Context: an optimization exercise on an open-source flow, tuned for small area, a short achievable clock period and few clock cycles. The choices shown serve that exercise and are no tape-out recipe.
RTL that was checked went through simulation tests only; none was proved equivalent to the original.
Function not checked in runs 1 and 2: the RTL went through the layout flow alone.
No activity file was given, so power comes from the tool's default toggle rates.

$ cat design.v
module stackmat_core (
    input  wire        clk,
    input  wire        rst,
    input  wire        cmd_valid,
    output wire        cmd_ready,
    input  wire [79:0] cmd,
    output wire        rsp_valid,
    output wire [7:0]  rsp_status,
    output wire        rsp_flag,
    output wire [63:0] rsp_val,
    output wire [7:0]  rsp_len,
    output wire        dat_valid,
    output wire [7:0]  dat_byte,
    output wire        tx_valid,
    output wire [3:0]  tx_len,
    output wire [71:0] tx_data,
    input  wire        tx_ack,
    input  wire        tx_err,
    input  wire [7:0]  tx_n
);
    localparam [7:0] OP_FMT   = 8'h01;
    localparam [7:0] OP_CONV  = 8'h02;
    localparam [7:0] OP_CSUM  = 8'h03;
    localparam [7:0] OP_MARK  = 8'h04;
    localparam [7:0] OP_ENC   = 8'h05;
    localparam [7:0] OP_RST   = 8'h10;
    localparam [7:0] OP_START = 8'h11;
    localparam [7:0] OP_STOP  = 8'h12;
    localparam [7:0] OP_TICK  = 8'h13;
    localparam [7:0] OP_ENCS  = 8'h14;
    localparam [7:0] OP_SEND  = 8'h20;
    localparam [7:0] OP_RXB   = 8'h21;
    localparam [7:0] OP_RXE   = 8'h22;
    localparam [7:0] OP_RD    = 8'h30;
    localparam [3:0] E_IDLE  = 4'd0;
    localparam [3:0] E_DIV   = 4'd1;
    localparam [3:0] E_WGO   = 4'd2;    
    localparam [3:0] E_PDIG  = 4'd3;    
    localparam [3:0] E_WRSP  = 4'd4;    
    localparam [3:0] E_SENDQ = 4'd5;    
    localparam [3:0] E_FPAD  = 4'd6;    
    localparam [3:0] E_FDIG  = 4'd7;    
    localparam [3:0] E_FST   = 4'd9;    
    localparam [3:0] E_STOPF = 4'd8;    
    localparam [2:0] J_TICK  = 3'd0;
    localparam [2:0] J_ENC   = 3'd1;
    localparam [2:0] J_ENCS  = 3'd2;
    localparam [2:0] J_RD3   = 3'd3;
    localparam [2:0] J_FLUSH = 3'd4;
    localparam [2:0] J_RD6   = 3'd5;
    localparam [2:0] D_TICK = 3'd0;
    localparam [2:0] D_STOP = 3'd1;
    localparam [2:0] D_CONV = 3'd2;
    localparam [2:0] D_ENC  = 3'd3;
    localparam [2:0] D_FMT  = 3'd4;
    localparam [1:0] P_DIV = 2'd0;
    localparam [1:0] P_ENC = 2'd1;
    localparam [1:0] P_REG = 2'd2;
    localparam V_V8    = 0;
    localparam V_START = 1;
    localparam V_FLD   = 2;
    localparam V_CONV  = 3;
    localparam V_TXOFF = 4;
    localparam V_NQ    = 5;
    function [7:0] marker;
        input [1:0] st;
        begin
            case (st)
                2'd0:    marker = 8'h00;
                2'd1:    marker = 8'h49;
                2'd2:    marker = 8'h20;
                default: marker = 8'h53;
            endcase
        end
    endfunction
    function hold_op;
        input [7:0] o;
        begin
            hold_op = (o == OP_FMT) || (o == OP_CONV) || (o == OP_ENC) ||
                      (o == OP_STOP) || (o == OP_TICK);
        end
    endfunction
    function [2:0] mod5_4;
        input [3:0] n;
        begin
            mod5_4 = {(n == 4'd4) | (n == 4'd9) | (n == 4'd14),
                      (n == 4'd2) | (n == 4'd3) | (n == 4'd7) | (n == 4'd8) | (n == 4'd12) | (n == 4'd13),
                      (n == 4'd1) | (n == 4'd3) | (n == 4'd6) | (n == 4'd8) | (n == 4'd11) | (n == 4'd13)};
        end
    endfunction
    function [2:0] add5;
        input [2:0] x;
        input [2:0] y;
        reg   [5:0] xy;
        begin
            xy   = {x, y};
            add5 = {(xy == 6'd4) | (xy == 6'd11) | (xy == 6'd18) | (xy == 6'd25) | (xy == 6'd32),
                    (xy == 6'd2) | (xy == 6'd3) | (xy == 6'd9) | (xy == 6'd10) | (xy == 6'd16) | (xy == 6'd17) | (xy == 6'd24) | (xy == 6'd28) | (xy == 6'd35) | (xy == 6'd36),
                    (xy == 6'd1) | (xy == 6'd3) | (xy == 6'd8) | (xy == 6'd10) | (xy == 6'd17) | (xy == 6'd20) | (xy == 6'd24) | (xy == 6'd27) | (xy == 6'd34) | (xy == 6'd36)};
        end
    endfunction
    function [3:0] crt10;
        input [2:0] r;
        input       p;
        reg   [3:0] rp;
        begin
            rp    = {r, p};
            crt10 = {(rp == 4'd6) | (rp == 4'd9),
                     (rp == 4'd1) | (rp == 4'd2) | (rp == 4'd5) | (rp == 4'd8),
                     (rp == 4'd2) | (rp == 4'd4) | (rp == 4'd5) | (rp == 4'd7),
                     (rp == 4'd1) | (rp == 4'd3) | (rp == 4'd5) | (rp == 4'd7) | (rp == 4'd9)};
        end
    endfunction
    function [3:0] mod10_8;
        input [7:0] v;
        begin
            mod10_8 = crt10(add5(mod5_4(v[7:4]), mod5_4(v[3:0])), v[0]);
        end
    endfunction
    function [7:0] dig60;
        input [5:0] v;
        reg   [2:0] t;
        begin
            t = (v >= 6'd50) ? 3'd5 : (v >= 6'd40) ? 3'd4 : (v >= 6'd30) ? 3'd3 :
                (v >= 6'd20) ? 3'd2 : (v >= 6'd10) ? 3'd1 : 3'd0;
            dig60 = {1'b0, t, crt10(add5({1'b0, v[5:4]}, mod5_4(v[3:0])), v[0])};
        end
    endfunction
    function [4:0] dstep10;
        input [3:0] r;
        input       d;
        reg         q;
        reg   [2:0] h;
        begin
            q = r[3] | (r[2] & (r[1] | r[0]));
            h = {r[3] & r[0], r[3] ? ~r[0] : (r[1] & r[0]), ~r[0]};
            dstep10 = {q, q ? h : r[2:0], d};
        end
    endfunction
    function [6:0] dstep60;
        input [5:0] r;
        input       d;
        reg         q;
        reg   [4:0] h;
        begin
            q = r[5] | (r[4] & r[3] & r[2] & r[1]);
            h = r[5] ? (r[4:0] + 5'd2) : {4'd0, r[0]};
            dstep60 = {q, q ? h : r[4:0], d};
        end
    endfunction
    reg [1:0]  state_q;
    reg [63:0] start_q;
    reg [7:0]  min_q;
    reg [5:0]  sec_q;       
    reg [11:0] ms_bcd;      
    reg [1:0]  pk_mk;       
    reg [23:0] pk_d;        
    reg [5:0]  pk_sum;      
    reg [9:0]  toh;         
    reg [63:0] cap_q;
    reg [3:0]  caplen_q;
    wire [3:0] txoff = {toh[8] | toh[9],
                        toh[4] | toh[5] | toh[6] | toh[7],
                        toh[2] | toh[3] | toh[6] | toh[7],
                        toh[1] | toh[3] | toh[5] | toh[7] | toh[9]};
    function [7:0] pktbyte;
        input [4:0] i;
        begin
            case (i)
                5'd0:    pktbyte = marker(pk_mk);
                5'd1:    pktbyte = {4'h3, pk_d[3:0]};
                5'd2:    pktbyte = {4'h3, pk_d[7:4]};
                5'd3:    pktbyte = {4'h3, pk_d[11:8]};
                5'd4:    pktbyte = {4'h3, pk_d[15:12]};
                5'd5:    pktbyte = {4'h3, pk_d[19:16]};
                5'd6:    pktbyte = {4'h3, pk_d[23:20]};
                5'd7:    pktbyte = {2'b01, pk_sum};
                5'd8:    pktbyte = 8'h0D;
                default: pktbyte = 8'h00;
            endcase
        end
    endfunction
    reg [79:0] cw;
    reg        cv;
    reg        pd_hold;
    reg        pd_ts;       
    reg        pd_tk;       
    reg        pd_azh;      
    reg        pd_azm;      
    reg        pd_azl;      
    reg        pd_bz;       
    reg        pd_fmt;      
    reg        pd_enc;      
    reg [2:0]  fpass;       
    reg [4:0]  fidx;        
    reg        rdy_q;       
    reg [3:0]  es;
    reg [2:0]  jk;
    reg [2:0]  dk;
    reg [1:0]  pdsrc;
    reg [4:0]  cnt;         
    reg        dv_busy;     
    reg        dv_done;     
    reg        dv_pf;       
    reg        dv_sk;       
    reg        dv_first;    
    reg [3:0]  fd;          
    reg [3:0]  rA;          
    reg [3:0]  rB;          
    reg [3:0]  rC;          
    reg [5:0]  rD;          
    reg [7:0]  m_q;         
    reg [1:0]  p_status;
    reg        p_flag;
    reg [5:0]  p_vsel;
    reg [7:0]  v8_q;
    reg        o_strm;
    reg        o_src;       
    reg [7:0]  o_rem;
    reg [3:0]  o_idx;
    reg [3:0]  o_len;
    reg        o_flag;
    reg [2:0]  pq_cnt;
    reg        send_pend;
    reg        rsp_valid_q;
    reg [1:0]  rsp_status_q;
    reg        rsp_flag_q;
    reg [7:0]  rsp_len_q;
    reg [63:0] rv_q;
    reg        dat_valid_q;
    reg [7:0]  dat_byte_q;
    reg        tx_valid_q;
    reg        s_ld;        
    reg [71:0] sp_q;        
    reg [3:0]  tl_q;        
    reg        ack_q;
    reg        err_q;
    reg [7:0]  n_q;
    reg        sink_busy;
    reg        sink_err;
    wire [3:0] tx_off = ack_q ? (txoff + n_q[3:0]) : txoff;
    wire [9:0] tx_oh  = 10'd1 << tx_off;
    wire [7:0]  op = cw[79:72];
    wire [7:0]  b  = cw[71:64];
    wire [63:0] a  = cw[63:0];
    wire a_z_hi  = pd_azh;
    wire a_z_mid = pd_azm;
    wire a_z     = pd_azh & pd_azm & pd_azl;
    wire b_z     = pd_bz;
    reg legal;
    always @(*) begin
        case (op)
            OP_FMT:   legal = 1'b1;
            OP_CONV,
            OP_START,
            OP_STOP,
            OP_TICK:  legal = b_z;
            OP_CSUM:  legal = b_z & a_z_hi;
            OP_MARK:  legal = ~|b[7:2] & a_z;
            OP_ENC:   legal = ~|b[7:2] & a_z_hi & a_z_mid;
            OP_RST,
            OP_ENCS,
            OP_SEND:  legal = b_z & a_z;
            OP_RXB,
            OP_RXE:   legal = a_z;
            OP_RD:    legal = ~|b[7:3] & a_z & (b[2:0] != 3'd7);
            default:  legal = 1'b0;
        endcase
    end
    wire is_ts  = (op == OP_TICK) || (op == OP_STOP);
    wire is_fmt = (op == OP_FMT);
    wire is_enc = (op == OP_ENC);
    wire [7:0] csum = a[47:40] + a[39:32] + a[31:24] + a[23:16] + a[15:8] + a[7:0]
                    + 8'd32;
    wire [64:0] ad_a = {1'b0, a};
    wire [64:0] ad_b = {pd_ts, {64{pd_ts}} & ~start_q};
    wire        ad_ci = pd_ts;
    reg  [64:0] ad_g, ad_p, ad_G, ad_P, ad_gn, ad_pn;
    integer     adi, adl;
    always @(*) begin
        ad_g = ad_a & ad_b;
        ad_p = ad_a ^ ad_b;
        ad_G = ad_g;
        ad_P = ad_p;
        ad_G[0] = ad_g[0] | (ad_p[0] & ad_ci);
        for (adl = 1; adl < 128; adl = adl * 2) begin
            ad_gn = ad_G;
            ad_pn = ad_P;
            for (adi = 0; adi < 65; adi = adi + 1)
                if ((adi / adl) % 2 == 1) begin
                    ad_gn[adi] = ad_G[adi] | (ad_P[adi] & ad_G[(adi / adl) * adl - 1]);
                    ad_pn[adi] = ad_P[adi] & ad_P[(adi / adl) * adl - 1];
                end
            ad_G = ad_gn;
            ad_P = ad_pn;
        end
    end
    wire [64:0] sub = ad_p ^ {ad_G[63:0], ad_ci};
    wire [63:0] s     = sub[63:0];
    wire        s_neg = sub[64];
    wire [35:0] sk_a = a[63:28];
    wire [35:0] sk_b = start_q[63:28];
    wire [35:0] sk_nb = ~sk_b;
    wire sk_b28  = (a[27:0] < start_q[27:0]);    
    wire sk_z0   = (sk_a == sk_b);
    wire sk_z1   = ((sk_a ^ sk_nb) == {(sk_a[34:0] | sk_nb[34:0]), 1'b0});
    wire sk_zz   = ~|sk_a;
    wire opt36   = pd_ts ? (sk_b28 ? sk_z1 : sk_z0) : sk_zz;
    wire [63:0] s_load = pd_enc ? {s[23:0], 32'd0, s[31:24]} : s;
    wire [4:0]  cnt_load = pd_enc ? 5'd6 : (opt36 ? 5'd7 : 5'd16);
    wire [3:0]  din = dv_sk ? a[27:24] : a[63:60];
    wire [4:0]  f_n    = (rsp_len_q > 8'd20) ? 5'd20 : rsp_len_q[4:0];
    wire [4:0]  f_have = {fpass, 1'b0} + {2'd0, fpass};
    wire [83:0] fstore = {fd, cw[79:64], rv_q};
    wire [3:0]  fnib   = fstore[4*fidx +: 4];
    reg [3:0]  st_a, st_b, st_c;
    reg [5:0]  st_d;
    reg [3:0]  st_q;
    reg [3:0]  st_qc;    
    reg [4:0]  st_xa, st_xb, st_xc;
    reg [6:0]  st_xd;
    integer    si;
    always @(*) begin
        st_a = dv_first ? 4'd0 : rA;
        st_b = dv_first ? 4'd0 : rB;
        st_c = dv_first ? 4'd0 : rC;
        st_d = dv_first ? 6'd0 : rD;
        st_q = 4'd0;
        for (si = 0; si < 4; si = si + 1) begin
            st_xa = dstep10(st_a, din[3-si]);
            st_a  = st_xa[3:0];
            st_xb = dstep10(st_b, st_xa[4]);
            st_b  = st_xb[3:0];
            st_xc = dstep10(st_c, st_xb[4]);
            st_c  = st_xc[3:0];
            st_qc[3-si] = st_xc[4];
            st_xd = dstep60(st_d, st_xc[4]);
            st_d  = st_xd[5:0];
            st_q[3-si] = st_xd[6];
        end
    end
    wire [11:0] msb_src = p_vsel[V_FLD] ? ms_bcd : {rA, rB, rC};
    wire [9:0]  ms_bin  = {msb_src[3:0], 6'd0} + {msb_src[3:0], 5'd0} + {msb_src[3:0], 2'd0}
                        + {msb_src[7:4], 3'd0} + {msb_src[7:4], 1'b0} + msb_src[11:8];
    reg [7:0] bm;
    reg [5:0] bs;
    always @(*) begin
        case (pdsrc)
            P_DIV:   begin bm = m_q;      bs = rD;    end
            P_ENC:   begin bm = a[31:24]; bs = rD;    end
            default: begin bm = min_q;    bs = sec_q; end
        endcase
    end
    wire [3:0]  dg_m1 = mod10_8(bm);
    wire [7:0]  dg_s6 = dig60(bs);
    wire [7:0]  dg_m  = {4'd0, dg_m1};
    wire [7:0]  dg_s  = (pdsrc == P_ENC) ? m_q : dg_s6;
    wire [11:0] dg_ms = (pdsrc == P_REG) ? ms_bcd : {rA, rB, rC};
    wire [23:0] new_d = {dg_ms, dg_s[3:0], dg_s[7:4], dg_m[3:0]};
    wire [5:0]  pk_dsum = {2'b00, pk_d[3:0]} + {2'b00, pk_d[7:4]} + {2'b00, pk_d[11:8]}
                        + {2'b00, pk_d[15:12]} + {2'b00, pk_d[19:16]} + {2'b00, pk_d[23:20]};
    wire out_idle = !o_strm && !send_pend && (pq_cnt == 3'd0);
    wire out_last = o_strm    ? ((o_rem == 8'd0) && !send_pend && (pq_cnt == 3'd0)) :
                    send_pend ? (!sink_busy && (pq_cnt == 3'd0)) :
                                (pq_cnt <= 3'd1);
    wire pq_pop   = !o_strm && !send_pend && (pq_cnt != 3'd0);
    wire [2:0] pq_inc = pq_cnt + 3'd1;
    wire [2:0] pq_dec = pq_cnt - 3'd1;
    assign cmd_ready  = rdy_q;
    assign rsp_valid  = rsp_valid_q;
    assign rsp_status = {6'd0, rsp_status_q};
    assign rsp_flag   = rsp_flag_q;
    assign rsp_len    = rsp_len_q;
    assign rsp_val    = rv_q;
    wire [63:0] p_val = ({64{p_vsel[V_START]}} & start_q)
                      | ({64{p_vsel[V_FLD]}}   & {32'd0, min_q, 2'b00, sec_q, 6'd0, ms_bin})
                      | ({64{p_vsel[V_CONV]}}  & {32'd0, m_q, 2'b00, rD, 6'd0, ms_bin})
                      | {56'd0, ({8{p_vsel[V_V8]}}    & v8_q)
                              | ({8{p_vsel[V_TXOFF]}} & {4'd0, txoff})};
    assign dat_valid  = dat_valid_q;
    assign dat_byte   = dat_byte_q;
    assign tx_valid   = tx_valid_q;
    assign tx_len     = tl_q;
    wire [71:0] pkv = {8'h0D, 2'b01, pk_sum,
                       4'h3, pk_d[23:20], 4'h3, pk_d[19:16], 4'h3, pk_d[15:12],
                       4'h3, pk_d[11:8], 4'h3, pk_d[7:4], 4'h3, pk_d[3:0],
                       marker(pk_mk)};
    reg [71:0] txd;
    integer    ti, tk;
    always @(*) begin
        txd = 72'd0;
        for (ti = 0; ti < 9; ti = ti + 1)
            for (tk = 0; tk < 9; tk = tk + 1)
                if (ti + tk < 9)
                    txd[8*ti +: 8] = txd[8*ti +: 8] | ({8{tx_oh[tk]}} & pkv[8*(ti+tk) +: 8]);
    end
    assign tx_data = sp_q;
    reg push;
    reg kick;
    reg [3:0] es_n;
    reg       cv_n;
    reg       pdh_n;
    task null_rsp;
        begin
            if (pq_cnt == 3'd7) begin
                p_status <= 2'd0;
                p_flag   <= 1'b0;
                p_vsel   <= 6'd0;
                es_n       = E_WRSP;
            end else begin
                push = 1'b1;
            end
        end
    endtask
    task div_load;
        begin
            cw[63:0] <= s_load;
            cnt      <= cnt_load;
            dv_sk    <= opt36 & ~pd_enc;
            dv_first <= 1'b1;
            dv_busy  <= 1'b1;
        end
    endtask
    task div_finish;
        begin
            dv_done <= 1'b0;
            dv_pf   <= 1'b0;
            case (dk)
                D_TICK: begin
                    cv_n = 1'b0;
                    if (out_last) begin
                        go_pkt(2'd2, P_DIV);
                    end else begin
                        jk <= J_TICK;
                        es_n = E_WGO;
                    end
                end
                D_ENC: begin
                    if (out_last) begin
                        go_pkt(b[1:0], P_ENC);
                    end else begin
                        jk <= J_ENC;
                        es_n = E_WGO;
                    end
                end
                D_STOP: begin
                    cv_n = 1'b0;
                    es_n = E_STOPF;
                end
                D_FMT: es_n = E_FST;
                default: begin   
                    cv_n     = 1'b0;
                    p_status <= 2'd0;
                    p_flag   <= 1'b0;
                    p_vsel   <= 6'd1 << V_CONV;
                    es_n     = E_WRSP;
                end
            endcase
        end
    endtask
    task wgo_act;
        input [2:0] kind;
        begin
            o_strm <= 1'b1;
            o_idx  <= 4'd0;
            case (kind)
                J_FLUSH, J_RD6: begin
                    o_src    <= 1'b1;
                    o_rem    <= {4'd0, caplen_q} - 8'd1;
                    o_len    <= caplen_q;
                    o_flag   <= (kind == J_FLUSH);
                    if (kind == J_FLUSH) caplen_q <= 4'd0;
                    es_n     = E_IDLE;
                end
                J_TICK: go_pkt(2'd2, P_DIV);
                J_ENC:  go_pkt(b[1:0], P_ENC);
                J_ENCS: go_pkt(state_q, P_REG);
                default: begin   
                    o_src  <= 1'b0;
                    o_rem  <= 8'd8;
                    o_len  <= 4'd9;
                    o_flag <= 1'b0;
                    es_n   = E_IDLE;
                end
            endcase
        end
    endtask
    task job;
        input [2:0] kind;
        begin
            if (out_last) begin
                wgo_act(kind);
            end else begin
                jk <= kind;
                es_n = E_WGO;
            end
        end
    endtask
    task rsp_plain;
        input [1:0] st;
        input       fl;
        begin
            if (out_idle) begin
                rsp_valid_q  <= 1'b1;
                rsp_status_q <= st;
                rsp_flag_q   <= fl;
                rsp_len_q    <= 8'd0;
                rv_q         <= 64'd0;
                es_n         = E_IDLE;
            end else begin
                p_status <= st;
                p_flag   <= fl;
                p_vsel   <= 6'd0;
                es_n     = E_WRSP;
            end
        end
    endtask
    task go_pkt;
        input [1:0] mk;
        input [1:0] src;
        begin
            o_strm <= 1'b1;
            o_idx  <= 4'd0;
            o_src  <= 1'b0;
            o_rem  <= 8'd8;
            o_len  <= 4'd9;
            o_flag <= 1'b0;
            pk_mk  <= mk;
            pdsrc  <= src;
            es_n     = E_PDIG;
        end
    endtask
    always @(posedge clk) begin
        push  = 1'b0;
        kick  = 1'b0;
        es_n  = es;
        cv_n  = cv;
        pdh_n = pd_hold;
        if (cmd_ready) begin
            cw      <= cmd;
            pdh_n = hold_op(cmd[79:72]);
            pd_ts   <= (cmd[79:72] == OP_TICK) || (cmd[79:72] == OP_STOP);
            pd_tk   <= (cmd[79:72] == OP_TICK);
            pd_azh  <= ~|cmd[63:48];
            pd_azm  <= ~|cmd[47:32];
            pd_azl  <= ~|cmd[31:0];
            pd_bz   <= ~|cmd[71:64];
            pd_fmt  <= (cmd[79:72] == OP_FMT);
            pd_enc  <= (cmd[79:72] == OP_ENC);
        end
        rsp_valid_q <= 1'b0;
        dat_valid_q <= 1'b0;
        if (o_strm) begin
            dat_valid_q <= 1'b1;
            dat_byte_q  <= o_src ? cap_q[o_idx[2:0]*8 +: 8] : pktbyte({1'b0, o_idx});
            if (o_rem == 8'd0) begin
                rsp_valid_q  <= 1'b1;
                rsp_status_q <= 2'd0;
                rsp_flag_q   <= o_flag;
                rsp_len_q    <= {4'd0, o_len};
                rv_q         <= 64'd0;
                o_strm       <= 1'b0;
            end else begin
                o_rem <= o_rem - 8'd1;
                o_idx <= o_idx + 4'd1;
            end
        end else if (send_pend) begin
            if (!sink_busy) begin
                rsp_valid_q  <= 1'b1;
                rsp_status_q <= {1'b0, sink_err};
                rsp_flag_q   <= 1'b0;
                rsp_len_q    <= 8'd0;
                rv_q         <= {56'd0, sink_err ? n_q : 8'd0};
                send_pend    <= 1'b0;
            end
        end else if (pq_cnt != 3'd0) begin
            rsp_valid_q  <= 1'b1;
            rsp_status_q <= 2'd0;
            rsp_flag_q   <= 1'b0;
            rsp_len_q    <= 8'd0;
            rv_q         <= 64'd0;
        end
        pk_sum <= pk_dsum;
        ack_q <= tx_valid_q & tx_ack;
        err_q <= tx_err;
        if (tx_valid_q) n_q <= tx_n;
        if (tx_valid_q && tx_ack) tx_valid_q <= 1'b0;
        if (ack_q) begin
            if (err_q) begin
                sink_busy <= 1'b0;
                sink_err  <= 1'b1;
            end else if (n_q >= {4'd0, 4'd9 - txoff}) begin
                toh       <= 10'd1 << 9;
                sink_busy <= 1'b0;
                sink_err  <= 1'b0;
            end else begin
                toh        <= tx_oh;
                sp_q       <= txd;
                tl_q       <= 4'd9 - tx_off;
                tx_valid_q <= 1'b1;
            end
        end
        if (s_ld) begin
            sp_q       <= txd;
            tl_q       <= 4'd9 - tx_off;
            tx_valid_q <= 1'b1;
            s_ld       <= 1'b0;
        end
        case (es)
            E_IDLE: begin
                if (cv) begin
                    if (!legal) begin
                        rsp_plain(2'd3, 1'b0);
                        if (pd_hold) cv_n = 1'b0;
                    end else begin
                        case (op)
                            OP_FMT: begin
                                if (out_idle) begin
                                    if (b_z) begin
                                        null_rsp;
                                        cv_n = 1'b0;
                                    end else begin
                                        rsp_status_q <= 2'd0;
                                        rsp_flag_q   <= 1'b0;
                                        rsp_len_q    <= b;
                                        fpass        <= 3'd0;
                                        div_load;
                                        dk           <= D_FMT;
                                        es_n         = E_DIV;
                                    end
                                end
                            end
                            OP_CONV, OP_TICK, OP_ENC: begin
                                if (dv_pf) begin
                                    if (dv_done) div_finish;
                                    else         es_n = E_DIV;
                                end else begin
                                    div_load;
                                    dk   <= (op == OP_CONV) ? D_CONV : (op == OP_TICK) ? D_TICK : D_ENC;
                                    es_n = E_DIV;
                                end
                            end
                            OP_STOP: begin
                                if (state_q == 2'd2) begin
                                    div_load;
                                    dk   <= D_STOP;
                                    es_n = E_DIV;
                                end else begin
                                    null_rsp;
                                    cv_n = 1'b0;
                                end
                            end
                            OP_CSUM: begin
                                v8_q     <= csum;
                                p_status <= 2'd0;
                                p_flag   <= 1'b0;
                                p_vsel   <= 6'd1 << V_V8;
                                es_n       = E_WRSP;
                            end
                            OP_MARK: begin
                                v8_q     <= marker(b[1:0]);
                                p_status <= 2'd0;
                                p_flag   <= 1'b0;
                                p_vsel   <= 6'd1 << V_V8;
                                es_n       = E_WRSP;
                            end
                            OP_RST: begin
                                state_q  <= 2'd1;
                                min_q    <= 8'd0;
                                sec_q    <= 6'd0;
                                ms_bcd   <= 12'd0;
                                rsp_plain(2'd0, 1'b1);
                            end
                            OP_START: begin
                                if (state_q == 2'd1) begin
                                    start_q  <= a;
                                    state_q  <= 2'd2;
                                    rsp_plain(2'd0, 1'b1);
                                end else begin
                                    null_rsp;
                                end
                            end
                            OP_ENCS: job(J_ENCS);
                            OP_SEND: begin
                                if (!send_pend && (pq_cnt == 3'd0))
                                    kick = 1'b1;
                                else
                                    es_n = E_SENDQ;
                            end
                            OP_RXB: begin
                                if (b_z || (b == 8'h0D) || (caplen_q == 4'd8)) begin
                                    if (caplen_q == 4'd0) rsp_plain(2'd0, 1'b1);
                                    else                  job(J_FLUSH);
                                end else begin
                                    cap_q[caplen_q[2:0]*8 +: 8] <= b;
                                    caplen_q <= caplen_q + 4'd1;
                                    null_rsp;
                                end
                            end
                            OP_RXE: begin
                                v8_q     <= b;
                                p_status <= 2'd2;
                                p_flag   <= 1'b0;
                                p_vsel   <= 6'd1 << V_V8;
                                es_n       = E_WRSP;
                            end
                            default: begin   
                                p_status <= 2'd0;
                                p_flag   <= 1'b0;
                                case (b[2:0])
                                    3'd0: begin
                                        v8_q   <= {6'd0, state_q};
                                        p_vsel <= 6'd1 << V_V8;
                                        es_n     = E_WRSP;
                                    end
                                    3'd1: begin
                                        p_vsel <= 6'd1 << V_START;
                                        es_n     = E_WRSP;
                                    end
                                    3'd2: begin
                                        p_vsel <= 6'd1 << V_FLD;
                                        es_n     = E_WRSP;
                                    end
                                    3'd3: begin
                                        jk <= J_RD3;
                                        es_n = E_WGO;
                                    end
                                    3'd4: begin
                                        p_vsel <= 6'd1 << V_TXOFF;
                                        es_n     = E_WRSP;
                                    end
                                    3'd5: begin
                                        v8_q   <= {4'd0, caplen_q};
                                        p_vsel <= 6'd1 << V_V8;
                                        es_n     = E_WRSP;
                                    end
                                    default: begin
                                        if (caplen_q == 4'd0) begin
                                            null_rsp;
                                        end else begin
                                            jk <= J_RD6;
                                            es_n = E_WGO;
                                        end
                                    end
                                endcase
                            end
                        endcase
                    end
                end
            end
            E_DIV: begin
                if (dv_done || (dv_busy && (cnt == 5'd1))) div_finish;
            end
            E_WGO: begin
                if (out_last) wgo_act(jk);
            end
            E_PDIG: begin
                pk_d   <= new_d;
                if (pdsrc == P_ENC) cv_n = 1'b0;
                es_n = E_IDLE;
            end
            E_WRSP: begin
                if (out_idle) begin
                    rsp_valid_q  <= 1'b1;
                    rsp_status_q <= p_status;
                    rsp_flag_q   <= p_flag;
                    rsp_len_q    <= 8'd0;
                    rv_q         <= p_val;
                    es_n           = E_IDLE;
                end
            end
            E_SENDQ: begin
                if (!send_pend && (pq_cnt == 3'd0)) begin
                    kick = 1'b1;
                    es_n = E_IDLE;
                end
            end
            E_STOPF: begin
                min_q    <= m_q;
                sec_q    <= rD;
                ms_bcd   <= {rA, rB, rC};
                state_q  <= 2'd3;
                rsp_plain(2'd0, 1'b1);
            end
            E_FST: begin
                {fd, cw[79:64], rv_q} <= {rC, rB, rA, fstore[83:12]};
                fpass <= fpass + 3'd1;
                if (f_have + 5'd3 >= f_n) begin
                    fidx <= f_n + 5'd17 - f_have;
                    if (rsp_len_q > 8'd20) begin
                        o_rem <= rsp_len_q - 8'd20;
                        es_n  = E_FPAD;
                    end else begin
                        es_n = E_FDIG;
                    end
                end else begin
                    div_load;
                    es_n = E_DIV;
                end
            end
            E_FPAD: begin
                dat_valid_q <= 1'b1;
                dat_byte_q  <= 8'h30;
                o_rem       <= o_rem - 8'd1;
                if (o_rem == 8'd1) es_n = E_FDIG;
            end
            E_FDIG: begin
                dat_valid_q <= 1'b1;
                dat_byte_q  <= {4'h3, fnib};
                fidx        <= fidx - 5'd1;
                if (fidx == 5'd21 - f_have) begin
                    rsp_valid_q <= 1'b1;
                    rv_q        <= 64'd0;
                    cv_n        = 1'b0;
                    es_n        = E_IDLE;
                end
            end
            default: es_n = E_IDLE;
        endcase
        if (dv_busy) begin
            cw[63:0] <= dv_sk ? {a[23:0], 36'd0, st_qc} : {a[59:0], st_qc};
            dv_sk    <= 1'b0;
            dv_first <= 1'b0;
            rA       <= st_a;
            rB       <= st_b;
            rC       <= st_c;
            rD       <= st_d;
            if (dk != D_ENC) m_q <= {m_q[3:0], st_q};
            cnt      <= cnt - 5'd1;
            if ((dk == D_ENC) && (cnt == 5'd5)) begin
                m_q      <= {st_b, st_a};
                dv_first <= 1'b1;
            end
            if (cnt == 5'd1) begin
                dv_busy <= 1'b0;
                if (es != E_DIV) dv_done <= 1'b1;
            end
        end else if (cv && pd_tk && b_z && !dv_done &&
                     (((es == E_WGO) && (jk != J_TICK) && (jk != J_ENC)) ||
                      ((es == E_WRSP) && !p_vsel[V_CONV]) ||
                      (es == E_SENDQ))) begin
            div_load;
            dk    <= D_TICK;
            dv_pf <= 1'b1;
        end
        if (cmd_ready) cv_n = cmd_valid;
        if (kick) begin
            toh        <= 10'd1;
            s_ld       <= 1'b1;
            sink_busy  <= 1'b1;
            send_pend  <= 1'b1;
        end
        if (push && !pq_pop)      pq_cnt <= pq_inc;
        else if (!push && pq_pop) pq_cnt <= pq_dec;
        if (rst) begin
            cv_n          = 1'b0;
            dv_busy     <= 1'b0;
            dv_done     <= 1'b0;
            dv_pf       <= 1'b0;
            es_n          = E_IDLE;
            o_strm      <= 1'b0;
            pq_cnt      <= 3'd0;
            send_pend   <= 1'b0;
            rsp_valid_q <= 1'b0;
            dat_valid_q <= 1'b0;
            tx_valid_q  <= 1'b0;
            s_ld        <= 1'b0;
            ack_q       <= 1'b0;
            sink_busy   <= 1'b0;
            state_q     <= 2'd1;
            start_q     <= 64'd0;
            min_q       <= 8'd0;
            sec_q       <= 6'd0;
            ms_bcd      <= 12'd0;
            pk_mk       <= 2'd1;
            pk_d        <= 24'd0;
            pk_sum      <= 6'd0;
            toh         <= 10'd1;
            caplen_q    <= 4'd0;
        end
        es      <= es_n;
        cv      <= cv_n;
        pd_hold <= pdh_n;
        rdy_q   <= !cv_n || ((es_n == E_IDLE) && !pdh_n);
    end
endmodule
$ cat run.sh
#!/bin/bash
# synth_recipe.tcl (not shown) runs the flow's synth.tcl, then flattens the netlist and writes it again
# the make line also repeats each setting of config.mk as NAME=value (left out here)
make -C /OpenROAD-flow-scripts/flow DESIGN_CONFIG=/design/flow/config.mk WORK_HOME=/design/flow/orfs CLKGATE_MAP_FILE= SYNTH_SCRIPT=/design/flow/synth_recipe.tcl finish
$ cat config.mk
export PLATFORM = sky130hd
export DESIGN_NAME = stackmat_core
export DESIGN_NICKNAME = stackmat_core
export VERILOG_FILES = /design/flow/design.v
export SDC_FILE = /design/flow/constraint.sdc
export NUM_CORES = 4
export LEC_CHECK = 0
export CAP_MARGIN = 20
export CORE_MARGIN = 2
export CORE_UTILIZATION = 40
export SLEW_MARGIN = 20
$ cat constraint.sdc
create_clock -name core_clock -period 17.0 [get_ports {clk}]
set_input_delay 3.4000 -clock core_clock [delete_from_list [all_inputs] [get_ports {clk}]]
set_output_delay 3.4000 -clock core_clock [all_outputs]
set_load 0.01 [all_outputs]
==> run summary, run 1 <==
- P&R area growth vs syn: 14.9%
- Worst path top cell family by delay: flip-flops
- Final instance area: 0.0445 mm²
- Clk root buf: clkbuf_16
- Max-Cap Viols: 0
- Drt wl/cell: 26.7 µm
- Max Fclk: ~0.19 GHz
- DIE HEIGHT: 315 µm
- Clock Sinks: between 500 and 600
- First-pass GRT wire length: approximately 230,000 µm
- Logic pwr share: between 20 and 30%
- Antenna violations before repair: 4
- Final HPWL DP: 118,000 µm
- Port bufs: ~240
- Clock latency at the later pin of the worst-skew pair: about 630 ps
- Leakage: around 18 nW
- Final GP Congestion: about 1.0
- Final WS setup: ~12,000 ps
- Simple-gate share of the synthesized area: between 10% and 20%
- Final period util: 31.7%
- Sw frac: a little over a third
- FF+latch count, synth: roughly 550
- Type of the worst setup path: register to output port
- Routed Antenna Nets: 0
- Sequential area share after synthesis: 34.4%
- Post-synth top area cell: edfxtp_1
- Post-CTS Setup Inserts: 0
- Max FO, Critical Path: 4
- Most numerous cell in the Yosys netlist: nand2_1
- Peak VDD IR: around 0.08 mV
- Setup crit end kind: output port
- Sum of negative setup slack: 0 ps
- # resized after CTS: 0
- Element type at the critical path start: register
- DR vias/cell: roughly 6.3
- Final hold vios: 0
- H-tree level count: 3
- Ys flop type: dfxtp_1
- GRT Util Overall: a little under a third
- DRC: 0
- Fin. max-slew vios: 0
- Hold path depth: 2
- Pwr Total: between 4 and 5 mW
- Clock power frac: roughly a third
- RR Startpoint: fpass[0]$_SDFFCE_PN0P_
- Num CTS Buffers: between 60 and 70
- Largest net degree at the start of global routing: 78
- Worst-case clock buffer depth: 3
- Layout cells sized above 1: between 7 and 8%
- R2r endpoint: cw[34]$_DFF_P_
- Top post-synthesis cells by area: edfxtp_1 (18%), dfxtp_1 (16%), ha_1 (6.7%)
- GR Overflow Total: 0
- Run status: finished clean
- Synth cell types: about 110
- Hold path start: cw[40]$_DFF_P_
- # setup viols final: 0
- Cell area power density: around 94 mW/mm²
- Placed instance area: between 0.04 and 0.05 mm²
- Mux contribution to synthesized area: under 10%
- Slowest stage cell, crit path: dfxtp_1
- Router iterations before antenna repair: 10
- Largest family of logic cells by synthesized area: compound AO/OA/AOI/OAI gates
- Nets: 4,897
- Via count: approximately 37,000
- Required @ worst endpoint: between 10,000 and 15,000 ps
- Synth Area in XOR/XNOR: roughly 3.8%
- Final WL: 156,000 µm
- Post-synth EDFFs: about 240
- Worst rel slew slack: 22.6%
- Netlist Area Pre-Place: 0.0388 mm²
- CP cell instances: clkdlybuf4s50_1
- R2R Setup Slk: around 12,000 ps
- Synth top cells by count: nand2_1 (531), nor2_1 (376), dfxtp_1 (314), a21oi_1 (298), edfxtp_1 (235)
- Share of the synthesized area in the top cell type: ~18%
- Syn Inst Count: 4,410
- R2R depth: 15
- Switch Pwr: around 1.5 mW
- YS warnings: 1
- Clock skew: roughly 19 ps
- Post-Place Setup Slack: approximately 11,000 ps
- Int Power: between 2 and 3 mW
- Hold Path Class: register to register
- Die X: 315 µm
- Hold_buf cts: 0
- RSZ-0062 raised after global routing: no
- Hold EP: start_q[40]$_SDFFE_PP0P_
- Number of DRC markers in iteration 0: between 5,000 and 6,000
- Final core occ: between 40% and 50%
- Compound-Gate Fraction of Synth Area: 22.7%
- Ys async rst share: 0%
- IO Pins: 262
- Worst Path Arrival: 1990 ps
- Row count: between 100 and 150
- Largest stage delay, worst path: approximately 700 ps
- Slew @ Worst Pin: about 1200 ps
- CTS tree: built
- Vias in the first global route: ~34,000
- Die ar.: roughly 0.099 mm²
- Initial Utilization: ~40%
- Tmin final: roughly 5400 ps
- Core footprint: just under 0.1 mm²
- Area share of fa/ha/maj cells after synthesis: 9.92%
- Clock-pin slew on the worst setup and hold paths: about 60 ps
- Synth Area per Inst: slightly below 9 µm²
- Fill cells: 9,463
- Seq pwr share: between 30 and 40%
- CP bufs+invs: 1
-- routing by layer --
layer | share of wire, % | vias to the layer above | global-route usage, % | routed length [µm]
li1 | - | 16500 | - | -
met5 | 0 | - | 0 | 0
met4 | 6.4 | 0 | 17.3 | 10100
met2 | 44 | 2140 | 47.7 | 69100
met3 | 9.6 | 435 | 5.27 | 15000
met1 | 40 | 17700 | 40.5 | 62200
-- flip-flops by register name, summed over array words and instances, names as in the netlist, 6 cells and up --
signal,flops
v8_q,8
ms_bcd,12
cap_q,64
start_q,64
min_q,8
n_q,8
pk_d,24
rsp_len_q,8
m_q,8
pk_sum,6
sec_q,6
rv_q,64
tx_data,56
cw,80
toh,9
rD,6
o_rem,8
dat_byte_q,8
-- worst max-delay path by stage --
| stage | from | to | slack, ps | cells past startpoint |
|---|---|---|---|---|
| CTS | rv_q[35]$_DFF_P_ | rsp_val[35] | 11640 | 1 |
| finish | rv_q[37]$_DFF_P_ | rsp_val[37] | 11610 | 1 |
| global placement | rst | toh[9]$_SDFFE_PP0P_ | 11300 | 5 |
| floorplan | cmd[76] | rdy_q$_DFF_P_ | 12580 | 6 |
| global route | rsp_len_q[2]$_DFF_P_ | cw[34]$_DFF_P_ | 11280 | 18 |
| detailed placement | rst | toh[9]$_SDFFE_PP0P_ | 11280 | 5 |
-- cells by family after synthesis --
logic type,count (synthesis)
simple gates,1441
compound gates,1263
other cells,1
flops,549
xor+xnor,170
mux,193
buf+inv,521
fa+ha+maj,272
-- final cells by class --
type	count	area [µm²]	share of cell area, %
multi-input combinational	3358	23400	52.6
sequential	549	13300	30.0
timing repair buffer	328	3070	6.89
clock buffer	91	1940	4.35
tap	1276	1600	3.58
inverter	232	872	1.96
clock inverter	30	279	0.626
antenna	1	2.50	0.00562
-- power groups by stage --
| stage | Sequential (mW) | Combinational, mW | Clock, mW |
|---|---|---|---|
| 3_5_place_dp | 1.58 | 1.14 | 0 |
| 3_3_place_gp | 1.58 | 1.13 | 0 |
| 2_1_floorplan | 1.51 | 0.771 | 0 |
| 4_1_cts | 1.55 | 1.15 | 1.48 |
| 6_report | 1.55 | 1.17 | 1.46 |
| 5_1_grt | 1.56 | 1.26 | 1.53 |
-- per-stage QoR --
stage	instances	hold WS [ps]
after floorplan	4428	423
after global routing	5864	509
final	5865	495
after CTS	5863	491
after detailed placement	5742	483
after global placement	5741	480
-- cells in the final DEF, fill, tap and decap left out, drive strengths merged, types with 19 or more instances in the layout --
master	n
a211oi	31
a21o	99
a21oi	303
a221o	43
a221oi	32
a222oi	43
a22o	105
a22oi	84
a31oi	25
and2	23
and3	28
buf	86
clkbuf	92
clkdlybuf4s50	241
clkinv	27
conb	19
dfxtp	314
edfxtp	235
fa	60
ha	209
inv	228
mux2	34
mux2i	119
mux4	40
nand2	532
nand2b	46
nand3	84
nand4	42
nor2	385
nor2b	96
nor3	77
nor4	56
o211ai	26
o21a	27
o21ai	235
o221ai	31
o22ai	26
xnor2	113
xor2	57
==> run 2, diff against run 1 <==
--- a/design.v
+++ b/design.v
@@ -300,10 +300,3 @@
     wire        s_neg = sub[64];
-    wire [35:0] sk_a = a[63:28];
-    wire [35:0] sk_b = start_q[63:28];
-    wire [35:0] sk_nb = ~sk_b;
-    wire sk_b28  = (a[27:0] < start_q[27:0]);    
-    wire sk_z0   = (sk_a == sk_b);
-    wire sk_z1   = ((sk_a ^ sk_nb) == {(sk_a[34:0] | sk_nb[34:0]), 1'b0});
-    wire sk_zz   = ~|sk_a;
-    wire opt36   = pd_ts ? (sk_b28 ? sk_z1 : sk_z0) : sk_zz;
+    wire opt36   = ~|s[63:28];
     wire [63:0] s_load = pd_enc ? {s[23:0], 32'd0, s[31:24]} : s;
==> run 2 against run 1 <==
  * Critical path depth up 18
  * Cell count fell by 2.3%
  * Non-clock buffer count grew 3
  * Maximum frequency shrank 11%
  * Hold slack worse by 14 ps
  * Sequential power is essentially flat
  * Largest cell class unchanged
  * Still clean on timing, DRC and antenna
  * Final area is 3.1% lower
  * Area after synthesis shrank 3.3%
  * Clock-buffer cell count grew 2
  * Clock skew increased by 7.0 ps
==> run summary, run 2 <==
- Most numerous cell in the Yosys netlist: nand2_1
- Syn Inst Count: roughly 4,300
- RSZ-0062 raised after global routing: no
- Worst Path Arrival: between 6000 and 7000 ps
- GR Overflow Total: 0
- Final hold vios: 0
- Register name with the most flops: cw
- Final HPWL DP: 117,000 µm
- Routed Antenna Nets: 0
- Netlist Area Pre-Place: about 0.037 mm²
- Leakage: around 17 nW
- CTS tree: built
- Sum of negative setup slack: 0 ps
- Worst path top cell family by delay: simple AND/OR/NAND/NOR gates
- Synth Area in XOR/XNOR: just under 3%
- Post-Place Setup Slack: between 10,000 and 15,000 ps
- Top Layer Used: met5
- Final core occ: approximately 46%
- Placed insts: between 5,000 and 6,000
- Critical path's most frequent cell: fa_1
- Clock Sinks: roughly 550
- Synth top cells by count: nand2_1 (549), nor2_1 (368), a21oi_1 (329), dfxtp_1 (314), edfxtp_1 (235)
- Peak VDD IR: roughly 0.072 mV
- Largest stage delay, worst path: ~610 ps
- Die X: between 300 and 400 µm
- Number of DRC markers in iteration 0: approximately 4,800
- IO Pins: 262
- GRT Util Overall: about a third
- Largest net degree at the start of global routing: between 60 and 70
- Share of the synthesized area in the top cell type: about a fifth
- Area share of fa/ha/maj cells after synthesis: 8.17%
- Met2 Wirelength: a little under 70,000 µm
- Hold_buf cts: 0
- Final period util: 35.6%
- # resized after CTS: 0
- Commonest cells after routing, fill and taps aside: nand2_1 (549), nor2_1 (361), a21oi_1 (329)
- CP cell instances: buf_4, nor2b_1, fa_1, inv_1, fa_1, nand2b_1, a21o_1, a21o_1, a211o_2, nand2_2, inv_1, fa_1, xor2_1, nand3_1, nor4_1, nand4_1, or4b_1, or4_4, a22o_1
- Clk root buf: clkbuf_16
- Slowest stage cell, crit path: or4_4
- YS warnings: 1
- Max FO, Critical Path: 65
- Run status: finished clean
- Clock latency at the later pin of the worst-skew pair: ~640 ps
- Row count: 112
- Vias in the first global route: around 34,000
- Worst-case clock buffer depth: 3
- FF+latch count, synth: 549
- Fin. max-slew vios: 0
- Synth cell types: around 100
- Mux contribution to synthesized area: 7.03%
- Type of the worst setup path: register to register
- Top post-synthesis cells by area: edfxtp_1 (19%), dfxtp_1 (17%), nand2_1 (5.5%)
- Max Fclk: around 0.17 GHz
- Pwr Total: around 4.1 mW
- Compound-Gate Fraction of Synth Area: between 20% and 30%
- Ys flop type: dfxtp_1
- DIE HEIGHT: 310 µm
- DRC: 0
- H-tree level count: 3
- Final GP Congestion: between 1 and 1.5
- CP bufs+invs: 3
- Setup crit end kind: register
- Core footprint: 0.0930 mm²
- First-pass GRT wire length: roughly 230,000 µm
- Router iterations before antenna repair: 12
- Die ar.: approximately 0.096 mm²
- Post-CTS Setup Inserts: 0
- Max-Cap Viols: 0
- Final WS setup: ~11,000 ps
- Met3 WL: approximately 15,000 µm
- Port bufs: around 240
- Largest register FFs: 80
- Largest family of logic cells by synthesized area: compound AO/OA/AOI/OAI gates
- Required @ worst endpoint: 17,400 ps
- Drt wl/cell: 27.2 µm
- Stages on worst setup path: 19
- Worst rel slew slack: approximately 16%
- Metal-1 WL: 61,100 µm
- Layout cells sized above 1: around 7.6%
- Post-synth EDFFs: 235
- P&R area growth vs syn: 15.2%
- Initial Utilization: between 40% and 50%
- DR vias/cell: ~6.3
- Num CTS Buffers: 67
- Clock-pin slew on the worst setup and hold paths: approximately 60 ps
- Post-synth top area cell: edfxtp_1
- Via count: roughly 36,000
- Ys async rst share: 0%
- Antenna violations before repair: 3
- Nets: ~4,700
- R2R depth: 19
- Sequential area share after synthesis: a little over a third
- Final WL: 156,000 µm
- Hold path depth: 2
- Tmin final: approximately 6000 ps
- Element type at the critical path start: register
- Cell area power density: about 96 mW/mm²
- Simple-gate share of the synthesized area: roughly 17%
- # setup viols final: 0
- Commonest non-fill, non-tap cell in the layout: nand2_1
- Synth Area per Inst: 8.70 µm²
- Hold Path Class: register to register
- Clock skew: roughly 26 ps
- Post-route insts no fill: 5,731
- Slew @ Worst Pin: ~1300 ps
[run 2: area by class of cell]
type | instances | area [µm²]
Fill cell | 9106 | 49900
Multi-Input combinational cell | 3253 | 22200
Sequential cell | 549 | 13300
Timing Repair Buffer | 331 | 3100
Clock buffer | 93 | 1880
Tap cell | 1254 | 1570
Inverter | 222 | 833
Clock inverter | 28 | 248
Antenna cell | 1 | 2.50
[run 2: kinds of logic (layout without fill, tap and decap cells)]
group                      after synthesis  count (layout)
and+or+nand+nor                       1418            1418
other                                    1              20
buffers and inverters                  523             674
AOI/OAI and AO/OA                     1269            1269
xor gates and xnor gates               125             125
DFF                                    549             549
adders and majority gates              209             209
muxes                                  213             213
[run 2: report_power, final]
group	leakage (nW)	internal, mW	switching, mW	total (mW)
clock network	1.04	0.808	0.621	1.43
registers	4.71	1.43	0.108	1.54
logic	11.2	0.456	0.729	1.18
[run 2: per-stage QoR]
step | hold slack [ps] | cell area [µm²]
finish | 481 | 43200
floorplan | 423 | 37500
detailed placement | 471 | 41000
global placement | 466 | 41000
CTS | 480 | 43100
global route | 493 | 43200
[run 2: worst register-to-register path: cells and delay by family (launching register included)]
kind / cells / cell delay [ps]
adder cells (fa/ha/maj): 3 / 1050
AO/OA/AOI/OAI: 4 / 1090
buffers and inverters: 3 / 680
XOR/XNOR: 1 / 330
AND/OR/NAND/NOR: 8 / 2350
flip-flops: 1 / 320
[run 2: path summary, 6_finish.rpt]
check                                               from                        to  slack [ps]
worst min-delay path            start_q[16]$_SDFFE_PP0P_  start_q[16]$_SDFFE_PP0P_         480
worst max-delay path                     pd_ts$_DFFE_PP_          cnt[4]$_DFFE_PP_       10950
worst min register to register  start_q[16]$_SDFFE_PP0P_  start_q[16]$_SDFFE_PP0P_         480
worst max register to register           pd_ts$_DFFE_PP_          cnt[4]$_DFFE_PP_       10950
[run 2: per-layer routing]
metal / vias up / global-route usage [%]
met2: 2188 / 48.9
li1: 16100 / -
met1: 17300 / 40.9
met5: - / 0
met4: 4 / 20.3
met3: 467 / 5.61
==> run 3, diff against run 2 <==
--- a/design.v
+++ b/design.v
@@ -187,6 +187,2 @@
     reg        pd_tk;       
-    reg        pd_azh;      
-    reg        pd_azm;      
-    reg        pd_azl;      
-    reg        pd_bz;       
     reg        pd_fmt;      
@@ -245,6 +241,7 @@
     wire [63:0] a  = cw[63:0];
-    wire a_z_hi  = pd_azh;
-    wire a_z_mid = pd_azm;
-    wire a_z     = pd_azh & pd_azm & pd_azl;
-    wire b_z     = pd_bz;
+    wire a_z_hi  = ~|a[63:48];
+    wire a_z_mid = ~|a[47:32];
+    wire a_z_lo  = ~|a[31:0];
+    wire a_z     = a_z_hi & a_z_mid & a_z_lo;
+    wire b_z     = ~|b;
     reg legal;
@@ -300,3 +297,10 @@
     wire        s_neg = sub[64];
-    wire opt36   = ~|s[63:28];
+    wire [35:0] sk_a = a[63:28];
+    wire [35:0] sk_b = start_q[63:28];
+    wire [35:0] sk_nb = ~sk_b;
+    wire sk_b28  = (a[27:0] < start_q[27:0]);    
+    wire sk_z0   = (sk_a == sk_b);
+    wire sk_z1   = ((sk_a ^ sk_nb) == {(sk_a[34:0] | sk_nb[34:0]), 1'b0});
+    wire sk_zz   = ~|sk_a;
+    wire opt36   = pd_ts ? (sk_b28 ? sk_z1 : sk_z0) : sk_zz;
     wire [63:0] s_load = pd_enc ? {s[23:0], 32'd0, s[31:24]} : s;
@@ -536,6 +540,2 @@
             pd_tk   <= (cmd[79:72] == OP_TICK);
-            pd_azh  <= ~|cmd[63:48];
-            pd_azm  <= ~|cmd[47:32];
-            pd_azl  <= ~|cmd[31:0];
-            pd_bz   <= ~|cmd[71:64];
             pd_fmt  <= (cmd[79:72] == OP_FMT);
==> run 3 against run 2 <==
  * First-iteration DRC count fell by 0.96%
  * Hold slack improved by 30 ps
  * Maximum frequency is 9.6% higher
  * Sequential power about the same
==> run summary, run 3 <==
- DR vias/cell: about 6.3
- Largest net degree at the start of global routing: approximately 90
- Seq pwr share: a little under two fifths
- Num CTS Buffers: slightly above 60
- Layout cells sized above 1: 6.74%
- Syn Inst Count: between 4,000 and 5,000
- YS warnings: 1
- Hold_buf cts: 0
- Sequential area share after synthesis: about 34%
- Clock skew: roughly 44 ps
- Met1 GRT Util: a little over two fifths
- CTS tree: built
- Top post-synthesis cells by area: edfxtp_1 (18%), dfxtp_1 (16%), ha_1 (6.6%)
- Netlist Area Pre-Place: 0.0386 mm²
- First-pass GRT wire length: around 230,000 µm
- Clock latency at the later pin of the worst-skew pair: between 700 and 800 ps
- Max-Cap Viols: 0
- Clock Sinks: approximately 550
- Setup crit end kind: output port
- # setup viols final: 0
- Clock-pin slew on the worst setup and hold paths: roughly 60 ps
- Placed insts: 5,749
- GRT Util Overall: a little under a third
- Antenna violations before repair: 6
- Post-CTS Setup Inserts: 0
- Nets: slightly below 5,000
- Final hold vios: 0
- DIE HEIGHT: 315 µm
- Fin. max-slew vios: 0
- P&R area growth vs syn: 14.5%
- Sw frac: 34.2%
- Slowest stage cell, crit path: dfxtp_1
- Type of the worst setup path: register to output port
- Grt met3 use: approximately 5.6%
- Cell area power density: between 90 and 100 mW/mm²
- Commonest cells after routing, fill and taps aside: nand2_1 (542), nor2_1 (346), a21oi_1 (326)
- IO Pins: approximately 260
- Synth Area per Inst: 8.68 µm²
- Final HPWL DP: 119,000 µm
- Ys async rst share: 0%
- CP bufs+invs: 1
- Required @ worst endpoint: 13,600 ps
- Synth cell types: between 90 and 100
- Max Fclk: 0.181 GHz
- Commonest non-fill, non-tap cell in the layout: nand2_1
- RSZ-0062 raised after global routing: no
- Initial Utilization: about two fifths
- Worst Path Arrival: roughly 2100 ps
- Switch Pwr: between 1 and 1.5 mW
- FF+latch count, synth: approximately 550
- Post-synth EDFFs: 231
- Worst rel slew slack: a little under a fifth
- Final GP Congestion: around 1.0
- Leakage: roughly 17 nW
- Via count: between 30,000 and 40,000
- Routed Antenna Nets: 0
- Sum of negative setup slack: 0 ps
- Logic pwr share: a little over a quarter
- Max FO, Critical Path: 11
- Core footprint: between 0.09 and 0.1 mm²
- Clock power frac: around 36%
- Row count: between 100 and 150
- Final period util: approximately a third
- Peak VDD IR: 0.0931 mV
- Drt wl/cell: between 20 and 30 µm
- Synth top cells by count: nand2_1 (543), nor2_1 (351), a21oi_1 (326), dfxtp_1 (314), o21ai_0 (252)
- Router iterations before antenna repair: 9
- Met2 Usage GRT: 47.8%
- Fill cells: a little over 9,000
- GR Overflow Total: 0
- DRC: 0
- Clk root buf: clkbuf_16
- Ys flop type: dfxtp_1
- Run status: finished clean
- Number of DRC markers in iteration 0: around 4,800
- # resized after CTS: 0
- GR peak layer: met2
- H-tree level count: 2
- Hold Path Class: register to register
- Share of the synthesized area in the top cell type: ~18%
- Port bufs: 242
- Worst path top cell family by delay: flip-flops
- Largest register FFs: 80
- Worst-case clock buffer depth: 3
- Tmin final: roughly 5500 ps
- Int Power: 2.62 mW
- Pwr Total: ~4.0 mW
- Final WL: 159,000 µm
- Post-route insts no fill: just under 6,000
- Largest stage delay, worst path: roughly 740 ps
- Post-synth top area cell: edfxtp_1
- Slew @ Worst Pin: 1210 ps
- Die X: around 310 µm
- Most numerous cell in the Yosys netlist: nand2_1
- Element type at the critical path start: register
- Die ar.: 0.0991 mm²
- Register name with the most flops: cw
- CP cell instances: clkdlybuf4s50_1
- Vias in the first global route: between 30,000 and 40,000
run 3: worst min-delay path: cells and delay by family (launching register included):
family / cells / cell delay (ps)
flip-flops: 1 / 340
AND/OR/NAND/NOR: 1 / 70
AO/OA/AOI/OAI: 1 / 60
run 3: power groups by stage:
stage / combinational (mW) / sequential [mW] / clock, mW
after floorplan: 0.715 / 1.49 / 0
after global placement: 1.03 / 1.53 / 0
after detailed placement: 1.03 / 1.53 / 0
after CTS: 1.04 / 1.50 / 1.44
after global routing: 1.15 / 1.51 / 1.48
final: 1.06 / 1.51 / 1.42
run 3: layout make-up:
| type | count | area, µm² | area share [%] |
|---|---|---|---|
| Multi-Input combinational cell | 3396 | 23500 | 53.0 |
| Tap cell | 1265 | 1580 | 3.58 |
| Clock inverter | 35 | 423 | 0.956 |
| Timing Repair Buffer | 323 | 3020 | 6.83 |
| Inverter | 222 | 833 | 1.88 |
| Antenna cell | 3 | 7.51 | 0.0170 |
| Clock buffer | 81 | 1690 | 3.81 |
| Sequential cell | 545 | 13200 | 29.9 |
run 3: layer usage:
layer / part of all wire (%) / routed length, µm / vias up
met3: 9.9 / 15700 / 403
met4: 5.6 / 8860 / 8
met5: 0.055 / 88 / -
li1: - / - / 16600
met1: 41 / 64600 / 17800
met2: 44 / 69500 / 2053
run 3: cell families (layout without fill, tap and decap cells):
logic type	Yosys count	count (layout)	share of synthesized area [%]
DFF	545	545	34.2
buffers and inverters	526	661	5.48
xor gates and xnor gates	163	163	3.70
and+or+nand+nor	1480	1480	18.0
adders and majority gates	267	267	9.80
AOI/OAI and AO/OA	1274	1274	22.4
other	1	22	0.00971
muxes	193	193	6.41
run 3: worst paths after layout:
| kind | slack [ps] | startpoint | endpoint | cells past startpoint |
|---|---|---|---|---|
| worst max-delay path | 11480 | tx_valid_q$_SDFF_PP0_ | tx_valid | 1 |
| worst min register to register | 510 | start_q[39]$_SDFFE_PP0P_ | start_q[39]$_SDFFE_PP0P_ | 2 |
| worst min-delay path | 510 | start_q[39]$_SDFFE_PP0P_ | start_q[39]$_SDFFE_PP0P_ | 2 |
| worst max register to register | 11510 | cw[25]$_DFF_P_ | cw[22]$_DFF_P_ | 9 |
run 3: per-stage QoR:
step / util, % / hold slack [ps] / setup slack (ps) / area [µm²]
3_5_place_dp: 44.2 / 484 / 11570 / 42100
2_1_floorplan: - / 423 / 11600 / 38700
5_1_grt: 46.4 / 518 / 11210 / 44200
4_1_cts: 46.4 / 506 / 11390 / 44200
3_3_place_gp: 44.2 / 481 / 11610 / 42100
6_report: 46.4 / 511 / 11480 / 44200
Testbench counts of run 3, summed over its fixed seeds: cycles 13,033.

-- static timing again, ports no longer ideal --
No port has a modelled driver above. Below, the same layouts with a new extraction and two added sets of constraints. Step 1 assumes that a clkbuf_16 drives the clock port and a buf_2 every other input. Step 2 moves the port delays by t, midway between the first and last clock arrival at a register: inputs arrive t later, outputs are due t later. That takes back most of the time a late clock gives input paths. a / b / c = ideal ports / drivers / drivers and shift; a / b = the first two.
run	shift t [ns]	setup slack, ns	worst hold slack (ns)
run 1	0.688	11.611 / 11.544 / 11.162	0.495 / 0.495 / 0.495
run 2	0.697	10.952 / 10.952 / 10.952	0.481 / 0.481 / 0.481
run 3	0.767	11.483 / 11.410 / 11.500	0.511 / 0.511 / 0.511
After both steps setup and hold are still met in every run listed. The setup slack of run 1, which loses most, moves by -0.067 ns with the drivers and by -0.449 ns with both steps.
